Source: an optimization exercise on an open RTL-to-GDS flow (aim: small area, a short achievable clock period and few clock cycles). Production flows keep margins and buffers that such runs may drop.
The RTL was checked by simulation tests, not by an equivalence proof against the original design.
Power is estimated from default activity; no workload was simulated.

==> flow/design.v <==
module rtx_offload (
    input  wire        clk,
    input  wire        rst,
    input  wire        cmd_valid,
    output wire        cmd_ready,
    input  wire [31:0] cmd_data,
    input  wire        cmd_last,
    output wire        rsp_valid,
    input  wire        rsp_ready,
    output wire [31:0] rsp_data,
    output wire        rsp_last
);
    localparam [2:0] ST_OK      = 3'd0;
    localparam [2:0] ST_ILLEGAL = 3'd1;
    localparam [2:0] ST_NOCFG   = 3'd2;
    localparam [2:0] ST_ARG     = 3'd3;
    localparam [2:0] ST_FULL    = 3'd5;
    localparam [2:0] ST_RANGE   = 3'd7;
    localparam [7:0] OP_NOP     = 8'h00;
    localparam [7:0] OP_RDREG   = 8'h01;
    localparam [7:0] OP_SRESET  = 8'h02;
    localparam [7:0] OP_WADD    = 8'h10;
    localparam [7:0] OP_WDIFF   = 8'h11;
    localparam [7:0] OP_WWRAP   = 8'h12;
    localparam [7:0] OP_WUNWRAP = 8'h13;
    localparam [7:0] OP_TINIT   = 8'h40;
    localparam [7:0] OP_TSENT   = 8'h41;
    localparam [7:0] OP_TACK    = 8'h42;
    localparam [7:0] OP_TTICK   = 8'h43;
    localparam [7:0] OP_TSEQNO  = 8'h44;
    localparam [1:0] K_V    = 2'd0;    
    localparam [1:0] K_WRAP = 2'd1;    
    localparam [1:0] K_TICK = 2'd2;    
    reg        ib_full;
    reg [2:0]  wcnt;
    reg [7:0]  ib_op;
    reg        ib_hbad;              
    reg [15:0] ib_len;
    reg [31:0] op0, op1, op2, op3;
    reg        ov, olast;
    reg [31:0] odata;
    reg [2:0]  ridx;                 
    reg [2:0]  rn;                   
    reg [1:0]  rk;
    reg [7:0]  rop;
    reg [2:0]  rstat;
    reg [1:0]  rflags;
    reg [63:0] V;
    wire can_go = (ridx == rn);
    wire go     = ib_full && can_go;
    assign cmd_ready = !ib_full || can_go;
    wire take   = cmd_valid && cmd_ready;
    wire [2:0] wbase = ib_full ? 3'd0 : wcnt;
    always @(posedge clk) begin
        if (rst) begin
            ib_full <= 1'b0;
            wcnt    <= 3'd0;
        end else begin
            if (take) begin
                case (wbase)
                    3'd0: begin
                        ib_op   <= cmd_data[31:24];
                        ib_hbad <= |cmd_data[23:16];
                        ib_len  <= cmd_data[15:0];
                    end
                    3'd1: op0 <= cmd_data;
                    3'd2: op1 <= cmd_data;
                    3'd3: op2 <= cmd_data;
                    3'd4: op3 <= cmd_data;
                    default: ;
                endcase
                wcnt    <= (wbase == 3'd7) ? 3'd7 : wbase + 3'd1;
                ib_full <= cmd_last;
            end else if (go) begin
                wcnt    <= 3'd0;
                ib_full <= 1'b0;
            end
        end
    end
    reg        cfgd;
    reg [31:0] isn, irto, mretx;
    reg [63:0] last;
    reg [19:0] U;                    
    reg [19:0] hs;                   
    reg [15:0] win;
    reg [31:0] rto, timer, consec;
    reg        run;
    reg [2:0]  qh;
    reg [3:0]  qc;
    reg [19:0] qe [0:7];             
    wire [63:0] next     = last + {44'd0, U};
    wire [19:0] outb     = next[19:0] - hs;
    wire        hb       = hs > last[19:0];
    wire [63:0] head_abs = {last[63:20] - {43'd0, hb}, hs};
    wire [19:0] hl20     = qe[qh] - hs;
    wire [15:0] head_len = hl20[15:0];
    wire [19:0] win1     = (win == 16'd0) ? 20'd1 : {4'd0, win};
    wire [19:0] usable   = (outb >= win1) ? 20'd0 : win1 - outb;
    wire        retx_exc = consec > mretx;
    wire        qne      = (qc != 4'd0);
    reg       known, uselen;
    reg [2:0] nops;
    always @(*) begin
        known  = 1'b1;
        uselen = 1'b0;
        nops   = 3'd0;
        case (ib_op)
            OP_NOP:     ;
            OP_RDREG:   uselen = 1'b1;
            OP_SRESET:  ;
            OP_WADD:    nops = 3'd2;
            OP_WDIFF:   nops = 3'd2;
            OP_WWRAP:   nops = 3'd3;
            OP_WUNWRAP: nops = 3'd4;
            OP_TINIT:   nops = 3'd3;
            OP_TSENT:   uselen = 1'b1;
            OP_TACK:    nops = 3'd2;
            OP_TTICK:   nops = 3'd1;
            OP_TSEQNO:  ;
            default:    known = 1'b0;
        endcase
    end
    wire legal = known && !ib_hbad && (uselen || ib_len == 16'd0) &&
                 (wcnt == nops + 3'd1);
    reg        rd_ok;
    reg [63:0] rd_val;
    always @(*) begin
        rd_ok  = 1'b1;
        rd_val = 64'd0;
        case (ib_len)
            16'h0000: rd_val = 64'd1;
            16'h0001: rd_val = {61'd0, cfgd, 2'b00};
            16'h0003: rd_val = 64'd8;
            16'h4000: rd_val = {32'd0, isn};
            16'h4001: rd_val = {32'd0, irto};
            16'h4002: rd_val = {32'd0, mretx};
            16'h4003: rd_val = next;
            16'h4004: rd_val = last;
            16'h4005: rd_val = {48'd0, win};
            16'h4006: rd_val = {44'd0, outb};
            16'h4007: rd_val = {32'd0, rto};
            16'h4008: rd_val = {32'd0, timer};
            16'h4009: rd_val = {63'd0, run};
            16'h400A: rd_val = {32'd0, consec};
            16'h400B: rd_val = {60'd0, qc};
            16'h400C: rd_val = {44'd0, usable};
            16'h400D: rd_val = {63'd0, retx_exc};
            16'h400E: rd_val = qne ? head_abs : 64'd0;
            16'h400F: rd_val = {48'd0, qne ? head_len : 16'd0};
            default:  rd_ok = 1'b0;
        endcase
    end
    wire [31:0] wu_off = op0 - op1;
    wire [32:0] wu_d   = {1'b0, wu_off} - {1'b0, op2};
    wire        wu_b   = wu_d[32];
    wire        wu_big = wu_d[31] && (|wu_d[30:0]);
    wire        wu_err = wu_b && (&op3);
    wire        wu_sub = !wu_err && (wu_b || (|op3)) && wu_big;
    wire [31:0] wu_hi  = wu_b ? (wu_sub ? op3 : op3 + 32'd1)
                              : (wu_sub ? op3 - 32'd1 : op3);
    wire [19:0] s_u    = U + ib_len;
    wire [20:0] s_t    = {1'b0, last[19:0]} + {1'b0, s_u};
    wire        s_ovf  = s_t[20] && (&last[63:20]);
    wire [31:0] a_off  = op0 - isn;
    wire [32:0] a_d    = {1'b0, a_off} - {1'b0, last[31:0]};
    wire        a_b    = a_d[32];
    wire [31:0] a_D    = a_d[31:0];
    wire        a_big  = a_D[31] && (|a_D[30:0]);
    wire        a_err  = a_b && (&last[63:32]);
    wire        a_sub  = (a_b || (|last[63:32])) && a_big;    
    wire        a_gt   = !a_sub && ((|a_D[31:20]) || (a_D[19:0] > U));
    wire        a_adv  = !a_sub && (a_D != 32'd0);
    wire        a_warg = |op1[31:16];
    reg  [7:0]  pop;
    reg  [7:0]  bnd;
    reg  [3:0]  pc;
    reg  [19:0] hs_bnd;
    integer j;
    always @(*) begin
        for (j = 0; j < 8; j = j + 1) begin : popc
            reg [19:0] dd;
            reg [2:0]  rel;
            rel    = j[2:0] - qh;
            dd     = a_off[19:0] - qe[j];
            pop[j] = ({1'b0, rel} < qc) && !dd[19];
        end
        pc     = 4'd0;
        hs_bnd = 20'd0;
        for (j = 0; j < 8; j = j + 1) begin
            pc     = pc + {3'd0, pop[j]};
            bnd[j] = pop[j] && !pop[(j + 1) % 8];
            hs_bnd = hs_bnd | (bnd[j] ? qe[j] : 20'd0);
        end
    end
    wire [2:0] qtl    = qh + qc[2:0] - 3'd1;
    wire       allpop = qne && pop[qtl];
    wire [32:0] t_sum  = {1'b0, timer} + {1'b0, op0};
    wire [31:0] t_new  = t_sum[32] ? 32'hFFFF_FFFF : t_sum[31:0];
    wire        t_fire = run && (t_new >= rto);
    reg [2:0] x_st;
    reg [2:0] x_n;
    always @(*) begin
        x_st = ST_OK;
        x_n  = 3'd1;
        if (!legal)
            x_st = ST_ILLEGAL;
        else case (ib_op)
            OP_RDREG:   if (!rd_ok) x_st = ST_ARG; else x_n = 3'd3;
            OP_WADD, OP_WDIFF, OP_WWRAP: x_n = 3'd2;
            OP_WUNWRAP: if (wu_err) x_st = ST_RANGE; else x_n = 3'd3;
            OP_TSENT: begin
                if (!cfgd)               x_st = ST_NOCFG;
                else if (ib_len == 16'd0) x_st = ST_ARG;
                else if (qc[3])          x_st = ST_FULL;
                else if (s_ovf)          x_st = ST_RANGE;
                else                     x_n  = 3'd4;
            end
            OP_TACK: begin
                if (!cfgd)        x_st = ST_NOCFG;
                else if (a_warg)  x_st = ST_ARG;
                else if (a_err)   x_st = ST_RANGE;
                else              x_n  = 3'd3;
            end
            OP_TTICK:  if (!cfgd) x_st = ST_NOCFG; else x_n = 3'd6;
            OP_TSEQNO: if (!cfgd) x_st = ST_NOCFG; else x_n = 3'd2;
            default: ;
        endcase
    end
    wire x_ok = (x_st == ST_OK);
    task reset_unit_t;
        begin
            cfgd   <= 1'b0;
            isn    <= 32'd0;
            irto   <= 32'd0;
            mretx  <= 32'd0;
            last   <= 64'd0;
            U      <= 20'd0;
            hs     <= 20'd0;
            win    <= 16'd1;
            rto    <= 32'd0;
            timer  <= 32'd0;
            run    <= 1'b0;
            consec <= 32'd0;
            qh     <= 3'd0;
            qc     <= 4'd0;
        end
    endtask
    always @(posedge clk) begin
        if (rst) begin
            reset_unit_t;
        end else if (go && x_ok) begin
            case (ib_op)
                OP_SRESET: reset_unit_t;
                OP_TINIT: begin
                    cfgd   <= 1'b1;
                    isn    <= op0;
                    irto   <= op1;
                    mretx  <= op2;
                    last   <= 64'd0;
                    U      <= 20'd0;
                    hs     <= 20'd0;
                    win    <= 16'd1;
                    rto    <= op1;
                    timer  <= 32'd0;
                    run    <= 1'b0;
                    consec <= 32'd0;
                    qh     <= 3'd0;
                    qc     <= 4'd0;
                end
                OP_TSENT: begin
                    qe[qh + qc[2:0]] <= s_t[19:0];
                    U  <= s_u;
                    qc <= qc + 4'd1;
                    if (!run) begin
                        run   <= 1'b1;
                        timer <= 32'd0;
                    end
                end
                OP_TACK: begin
                    if (!a_gt) begin
                        win <= op1[15:0];
                        if (a_adv) begin
                            last   <= {last[63:32] + {31'd0, a_b}, a_off};
                            U      <= U - a_D[19:0];
                            qh     <= qh + pc[2:0];
                            qc     <= qc - pc;
                            if (allpop)
                                hs <= next[19:0];
                            else if (|pop)
                                hs <= hs_bnd;
                            rto    <= irto;
                            timer  <= 32'd0;
                            run    <= !allpop && qne;
                            consec <= 32'd0;
                        end
                    end
                end
                OP_TTICK: begin
                    if (run) begin
                        timer <= t_fire ? 32'd0 : t_new;
                        if (t_fire && win != 16'd0) begin
                            if (consec != 32'hFFFF_FFFF)
                                consec <= consec + 32'd1;
                            rto <= rto[31] ? 32'hFFFF_FFFF : {rto[30:0], 1'b0};
                        end
                    end
                end
                default: ;
            endcase
        end
    end
    wire [31:0] hdr_w  = {ib_op, 5'd0, x_st, 16'd0};
    wire [31:0] wrap_v = isn + V[31:0];
    reg [31:0] nword;
    always @(*) begin
        nword = 32'd0;
        case (ridx)
            3'd0: nword = {rop, 5'd0, rstat, 16'd0};
            3'd1: case (rk)
                      K_V:     nword = V[31:0];
                      K_WRAP:  nword = wrap_v;
                      default: nword = {30'd0, rflags};
                  endcase
            3'd2: case (rk)
                      K_V:     nword = V[63:32];
                      K_WRAP:  nword = V[31:0];
                      default: nword = rflags[1] ? wrap_v : 32'd0;
                  endcase
            3'd3: nword = (rk == K_WRAP) ? V[63:32] : V[31:0];
            3'd4: nword = V[63:32];
            default: nword = rflags[1] ? {16'd0, head_len} : 32'd0;
        endcase
    end
    wire ofree = !ov || rsp_ready;
    always @(posedge clk) begin
        if (rst) begin
            ov    <= 1'b0;
            olast <= 1'b0;
            ridx  <= 3'd0;
            rn    <= 3'd0;
        end else begin
            if (go) begin
                rop   <= ib_op;
                rstat <= x_st;
                rn    <= x_n;
                rk    <= K_V;
                V     <= 64'd0;
                if (x_ok) case (ib_op)
                    OP_RDREG:   V <= rd_val;
                    OP_WADD:    V[31:0] <= op0 + op1;
                    OP_WDIFF:   V[31:0] <= op0 - op1;
                    OP_WWRAP:   V[31:0] <= op2 + op0;
                    OP_WUNWRAP: V <= {wu_hi, wu_off};
                    OP_TSENT:   begin V <= next; rk <= K_WRAP; end
                    OP_TSEQNO:  begin V <= next; rk <= K_WRAP; end
                    OP_TACK:    if (!a_gt) V <= {28'd0, a_adv ? pc : 4'd0, 32'd1};
                    OP_TTICK: begin
                        rk     <= K_TICK;
                        rflags <= t_fire ? (qne ? 2'd3 : 2'd1) : 2'd0;
                        if (t_fire && qne) V <= head_abs;
                    end
                    default: ;
                endcase
            end
            if (ofree) begin
                if (go) begin
                    odata <= hdr_w;
                    ov    <= 1'b1;
                    olast <= (x_n == 3'd1);
                    ridx  <= 3'd1;
                end else if (!can_go) begin
                    odata <= nword;
                    ov    <= 1'b1;
                    olast <= (ridx == rn - 3'd1);
                    ridx  <= ridx + 3'd1;
                end else begin
                    ov    <= 1'b0;
                    olast <= 1'b0;
                end
            end else if (go) begin
                ridx <= 3'd0;
            end
        end
    end
    assign rsp_valid = ov;
    assign rsp_data  = odata;
    assign rsp_last  = olast;
endmodule
==> flow/run.sh <==
#!/bin/bash
# synth_recipe.tcl (not shown) runs the flow's synth.tcl, then flattens the netlist and writes it again
# the make line also repeats each setting of config.mk as NAME=value (left out here)
make -C /OpenROAD-flow-scripts/flow DESIGN_CONFIG=/design/flow/config.mk WORK_HOME=/design/flow/orfs CLKGATE_MAP_FILE= SYNTH_SCRIPT=/design/flow/synth_recipe.tcl finish
==> flow/config.mk <==
export PLATFORM = sky130hd
export DESIGN_NAME = rtx_offload
export DESIGN_NICKNAME = rtx_offload
export VERILOG_FILES = /design/flow/design.v
export SDC_FILE = /design/flow/constraint.sdc
export NUM_CORES = 4
export LEC_CHECK = 0
export CAP_MARGIN = 20
export CORE_MARGIN = 2
export CORE_UTILIZATION = 30
export SLEW_MARGIN = 20
==> flow/constraint.sdc <==
create_clock -name core_clock -period 20.0 [get_ports {clk}]
set_input_delay 4.0000 -clock core_clock [delete_from_list [all_inputs] [get_ports {clk}]]
set_output_delay 4.0000 -clock core_clock [all_outputs]
set_load 0.01 [all_outputs]
==> results.txt <==
layer usage:
layer	routed length, µm	part of all wire	vias to the layer above
met5	117	0.00039	-
met4	18500	0.061	16
met3	34500	0.11	706
met2	127000	0.42	3753
met1	123000	0.41	29621
li1	-	-	26466
through the flow:
step | instance area, µm² | total power [mW] | util
floorplan | 61000 | 2.15 | -
CTS | 68400 | 4.32 | 0.338
finish | 68400 | 4.32 | 0.338
global placement | 65100 | 2.49 | 0.322
global route | 68400 | 4.42 | 0.338
detailed placement | 65100 | 2.49 | 0.322
cell families (layout without fill, tap and decap cells):
family / count (synthesis) / count (layout) / synth area share
flip-flops: 760 / 760 / 0.319
multiplexers: 138 / 138 / 0.0299
buffers and inverters: 878 / 940 / 0.0548
other: 0 / 18 / 0
AO/OA/AOI/OAI: 2136 / 2136 / 0.230
AND/OR/NAND/NOR: 2212 / 2212 / 0.173
XOR/XNOR: 415 / 415 / 0.0596
adder cells (fa/ha/maj): 638 / 638 / 0.134
tightest hold or removal path, stage by stage, from the launching register on:
cell	delay, ps
dfxtp_1	330
nand2_1	60
a21oi_1	50
power breakdown:
group,total [mW],internal (mW),switching (mW)
combinational,0.734,0.230,0.504
sequential,1.74,1.71,0.0364
clock,1.84,1.06,0.788
cells in the mapped netlist, drive strengths merged, types with 85 or more instances:
master	count
edfxtp	424
inv	542
nand3	175
a22oi	114
nor3	146
xnor2	250
nand2	695
nand4	100
nor2b	87
a21o	157
ha	616
nor2	582
a21oi	582
dfxtp	336
clkbuf	289
o21ai	486
xor2	165
a31oi	85
area by class of cell:
type                            instances  area (µm²)
Antenna cell                           18        45.0
Clock buffer                          112        2470
Clock inverter                         62         751
Fill cell                           20866      134000
Inverter                              544        2040
Multi-Input combinational cell       5539       38500
Sequential cell                       760       19500
Tap cell                             2672        3340
Timing Repair Buffer                  222        1840
registers in the layout (all words and copies together), names as in the netlist, 4 cells and up, named ones only:
name and flops:
qe 160, V 64, last 64, consec 32
irto 32, isn 32, mretx 32, odata 32
op0 32, op1 32, op2 32, op3 32
rto 32, timer 32, U 20, hs 20
ib_len 16, win 16, ib_op 8, rop 8
qc 4
final timing paths:
path	to	slack, ps	cells past startpoint	startpoint
worst max-delay path	qc[3]	9370	34	op0[1]
worst max register to register	qc[3]	9370	34	op0[1]
worst min register to register	irto[1]	480	2	irto[1]
worst min-delay path	irto[1]	480	2	irto[1]
==> impl_metrics.tcl <==
set metrics [dict create \
    final_gp_congestion 1.05 \
    worst-setup-path-type "flip-flop to flip-flop" \
    post_cts_hold_buffer_count 0 \
    tritoncts "built" \
    setup-tns-final_ps 0 \
    synth_area_leader_cell "edfxtp_1" \
    netlist.area_leader.share 0.209 \
    synthArstFlopShare 0 \
    irDropWorstVdd_v 0.0000626 \
    synth.ff_latch_count 760 \
    dr_total_vias 60562 \
    synth-seq-area-share 0.319 \
    use_met1 0.380 \
    number_of_global_route_vias_before_repair 55989 \
    core.rowCount 165 \
    drc 0 \
    mostFrequentLayoutCells "nand2_1, ha_1, a21oi_1" \
    maxClockFrequency_mhz 94.0 \
    layout.cells.non_filler 9929 \
    worstPathMaxFanout 18 \
    cts_resized 0 \
    grt_max_degree 70 \
    boundaryPins 72 \
    placedCellCount 9737 \
    ant_nets 0 \
    portbufs 71 \
    netlist_top_cells_area "edfxtp_1, ha_1, dfxtp_1, a21oi_1, nand2_1" \
    clk_tree_root_cell "clkbuf_16" \
    cp_num_buf_inv 5 \
    place.detailed.hpwl_mm 235 \
    timing.critical_path.slowest_cell_delay_ps 1150 \
    yosys_warnings 1 \
    timing_hold_violations_final 0 \
    period_minus_slack_ps 10630 \
    startpoint_type "flip-flop" \
    min_path_type "flip-flop to flip-flop" \
    drt_iter0_markers 9090 \
    final_layout_size_suffix_gt1_frac 0.0709 \
    endpoint_kind "flip-flop" \
    cellPowerDensity_mw_per_mm2 63.2 \
    grt_remaining_overflow 0 \
    track_usage 0.283 \
    design.core.area_mm2 0.202 \
    cts.path.max_buffers 3 \
    cts.reportedPaths.clkPinSlew_ps 70 \
    critPathArrivalTime_ps 11320 \
    most_crowded_layer_after_global_routing "met2" \
    hold_slack_ps 483 \
    floorplan.initialDensity 0.302 \
    clkLatencyLatePin_ps 780 \
    crit_path_frequent_cell "a21oi_1" \
    grt_pass1_wl_mm 422 \
    final_common_cell "nand2_1" \
    count_of_cell_types_in_the_netlist 109 \
    tritoncts.num_buffers 93 \
    syn-cell-area_mm2 0.0610 \
    cts.sink_count 760 \
    area_growth_syn_to_layout_pct 12.2 \
    number_of_instances_in_the_synthesized_netlist 7177 \
    unrepaired_setup_endpoints_after_global_routing "false" \
    die_y_um 455 \
    syn_nets 7852 \
    post-route-worst-setup-slack_ps 9370 \
    max-cap-violations 0 \
    timing.final.crit_share 0.532 \
    layout.nets 7835 \
    static-leakage-power_nw 26.1 \
    met3_usage_in_global_routing 0.0651 \
    relSlewSlack 0.137 \
    worstMarginPinSlew_ps 1290 \
    wl_per_cell_um 30.5 \
    setup_viol_count_final 0 \
    worst_ep_required_time_ps 20690 \
    fp.dieArea_mm2 0.207 \
    antenna_found_initial 24 \
    synth_top_flop_cell "edfxtp_1" \
    crit_family "compound AO/OA/AOI/OAI gates" \
    fin_skew_ps 78.2 \
    groute.layer.met2.usage 0.419 \
    report.final.slew_viol_count 0 \
    avgSynthCellArea_um2 8.49 \
    post_drt_via_cell_ratio 6.10 \
    drt_pass1_iterations 7 \
    die_width_um 455 \
    postCtsSetupBuffers 0 \
    totalWireLength_mm 303 \
    placement.setup.worst_slack_ps 9830 \
    htree_num_levels 3 \
    number_of_synthesized_flops_with_an_enable_pin 424 \
    timing.critical_path.slowest_stage_cell "clkinv_1" \
    run_status "complete, no violations" \
]
Testbench counts, summed over its fixed seeds: cycles 31,607.

port drivers added, routing unchanged:
Ports are ideal in the flow. The routed layout listed here was re-timed in OpenROAD.
Step 1 sets driving cells, clkbuf_16 on the clock port and buf_2 on the other inputs (assumed; they add their load-dependent delay and slew).
Step 2 times the ports against the registers' clock, not the clock port: input delays grow and output delays shrink by t, the midpoint of the rising clock arrivals with the driver on.
a / b / c = no drivers / after step 1 / after step 2; a / b = the first two.
shift t [ns]: 0.828
setup slack, ns: 9.367 / 9.367 / 9.367
clock arrival spread, ns: 0.078 / 0.079
pins driven straight from the clock port: 1
After both steps this run still meets setup and hold. The setup slack of this run moves by 0.000 ns with the drivers and by 0.000 ns with both steps.
